This design comes from an exercise in tuning for small area, a short achievable clock period and few clock cycles on the open sky130 flow, not from production work.
Function was checked by simulation only, so behaviour that the tests miss may differ from the original.
Power and IR drop assume default switching activity.

==> inputs of job 2989 <==
## hid_rx
module hid_rx (
    input  wire        clk,
    input  wire        rst,
    input  wire        in_valid,
    output wire        in_ready,
    input  wire [1:0]  in_class,      
    input  wire [7:0]  in_len,
    input  wire [63:0] in_data,       
    input  wire        hs_we,
    input  wire [2:0]  hs_id,
    input  wire        hs_en,
    output reg         res_valid,
    output reg  [7:0]  res_code,
    output reg  [47:0] res_data,
    output reg         ev_valid,
    input  wire        ev_ready,
    output reg  [2:0]  ev_id,
    output reg         ev_t,
    output reg         ev_deliver,
    output reg  [7:0]  kbd_lastkey,
    output reg         kbd_pressed,
    output reg  [15:0] ptr_x,
    output reg  [15:0] ptr_y,
    output reg         ptr_primary,
    output reg  [9:0]  btn_prev,
    output reg  [2:0]  drop_flags     
);
    localparam [1:0] CLS_NONE = 2'd0, CLS_KBD = 2'd1, CLS_PTR = 2'd2, CLS_GEN = 2'd3;
    localparam [7:0] R_OK    = 8'h00;
    localparam [7:0] D_SHORT = 8'h10;
    localparam [7:0] D_STATE = 8'h11;
    localparam [7:0] D_KEY   = 8'h15;
    reg  rdy;
    assign in_ready = rdy;
    wire accept = in_valid & rdy;
    wire [7:0] b0 = in_data[7:0];
    wire       shift = b0[1] | b0[5];
    wire [7:0] kcode [0:5];
    wire [7:0] kval  [0:5];
    wire [5:0] krec;          
    wire [5:0] knz;           
    genvar k;
    generate
        for (k = 0; k < 6; k = k + 1) begin : g_key
            assign kcode[k] = in_data[8*(k+2) +: 8];
            hid_keyval u_kv (.code(kcode[k]), .shift(shift), .val(kval[k]));
            assign krec[k] = hid_keyrec(kcode[k]);
            assign knz[k]  = (kcode[k] != 8'd0);
        end
    endgenerate
    wire [5:0] ksel = {krec[5],
                       krec[4] & ~krec[5],
                       krec[3] & ~|krec[5:4],
                       krec[2] & ~|krec[5:3],
                       krec[1] & ~|krec[5:2],
                       krec[0] & ~|krec[5:1]};
    function hid_keyrec;
        input [7:0] c;
        begin
            case (c[6:3])
                4'h0:    hid_keyrec = c[2];
                4'h1, 4'h2, 4'h3, 4'h4, 4'h6: hid_keyrec = 1'b1;
                4'h5:    hid_keyrec = (c[2:0] == 3'd0) | c[2] | (c[1] & c[0]);
  ...
clock: 4.5 ns
lec_check: 0
abc_area: 1
cap_margin: 20
core_margin: 2
core_utilization: 55
setup_slack_margin: 2.2
slew_margin: 20
tns_end_percent: 20
standard.sh (not shown) runs the stock make flow with config.mk's settings and CLKGATE_MAP_FILE= SYNTH_SCRIPT=/design/flow/synth_recipe.tcl, a recipe that flattens the netlist after the stock synthesis.
==> flow/flow/run.sh <==
#!/bin/bash
# The standard layout, with plain buf_1 cells as the port buffers; after
# global placement the input-port buffers (which drive the decode logic) are
# resized up (flow/inbuf.tcl). The resizer sizes any of them further where
# timing needs it.
set -euo pipefail
export BUFFER_PORTS_ARGS="-buffer_cell sky130_fd_sc_hd__buf_1"
export POST_GLOBAL_PLACE_TCL="$PWD/flow/inbuf.tcl"
bash standard.sh > standard_flow.log 2>&1
==> flow/flow/inbuf.tcl <==
# Resize the buffers that buffer_ports put on the input ports.
set block [ord::get_db_block]
set n 0
foreach bterm [$block getBTerms] {
  if {[$bterm getIoType] != "INPUT"} { continue }
  set net [$bterm getNet]
  if {$net == "NULL"} { continue }
  foreach iterm [$net getITerms] {
    set inst [$iterm getInst]
    if {[[$inst getMaster] getName] == "sky130_fd_sc_hd__buf_1"} {
      replace_cell [$inst getName] sky130_fd_sc_hd__buf_2
      incr n
    }
  }
}
puts "inbuf.tcl: resized $n input-port buffers to sky130_fd_sc_hd__buf_2"
==> job 7115: changes against job 2989 <==
==> flow/flow/run.sh (replaced) <==
#!/bin/bash
# The standard layout, with plain buf_1 cells as the port buffers
# (the resizer sizes them up where timing needs it).
set -euo pipefail
export BUFFER_PORTS_ARGS="-buffer_cell sky130_fd_sc_hd__buf_1"
bash standard.sh > standard_flow.log 2>&1
ABC_AREA = unset   (was 1)
removed: flow/flow/inbuf.tcl
==> comparison <==
- Sequential cell count is the same in job 2989 and job 7115.
- Of job 7115 and job 2989, job 2989 has the higher register-to-register slack (gap 130 ps).
- Against job 2989, the utilization of job 7115 is higher by 0.87 points.
- Combinational power: job 2989 is smaller than job 7115 (about 8%).
- Job 2989 produced a clean layout. Job 7115 finished clean.
- Clock power is about the same in job 7115 and job 2989.
- Sequential power is about the same in job 2989 and job 7115.
- In job 2989 the setup slack is better than in job 7115, by 180 ps.
Testbench counts of job 2989, summed over its fixed seeds: cycles 16,185.
Testbench counts of job 7115, summed over its fixed seeds: cycles 16,185.

## re-timing with driven ports
No port has a modelled driver above. Below, the same layouts with a new extraction and two added sets of constraints. Step 1: set_driving_cell puts a clkbuf_16 on clk and a buf_2 on each other input, an assumption about the parent block. Step 2 times the ports against the registers' clock, not the clock port: input delays grow and output delays shrink by t, the midpoint of the rising clock arrivals with the driver on. Slacks: no drivers / after step 1 / after step 2; pairs: no drivers / after step 1.
| run | t, ns | slack for setup (ns) | worst setup path after step 2 | worst register clock-pin slew, ns |
|---|---|---|---|---|
| job 2989 | 0.587 | 2.242 / 2.243 / 1.684 | input to register | 0.07 / 0.07 |
| job 7115 | 0.594 | 2.061 / 2.081 / 1.487 | input to register | 0.07 / 0.07 |
After both steps setup and hold are still met in every run listed. For job 7115, which loses most, drivers alone change the setup slack by +0.020 ns; drivers and shift together by -0.574 ns.
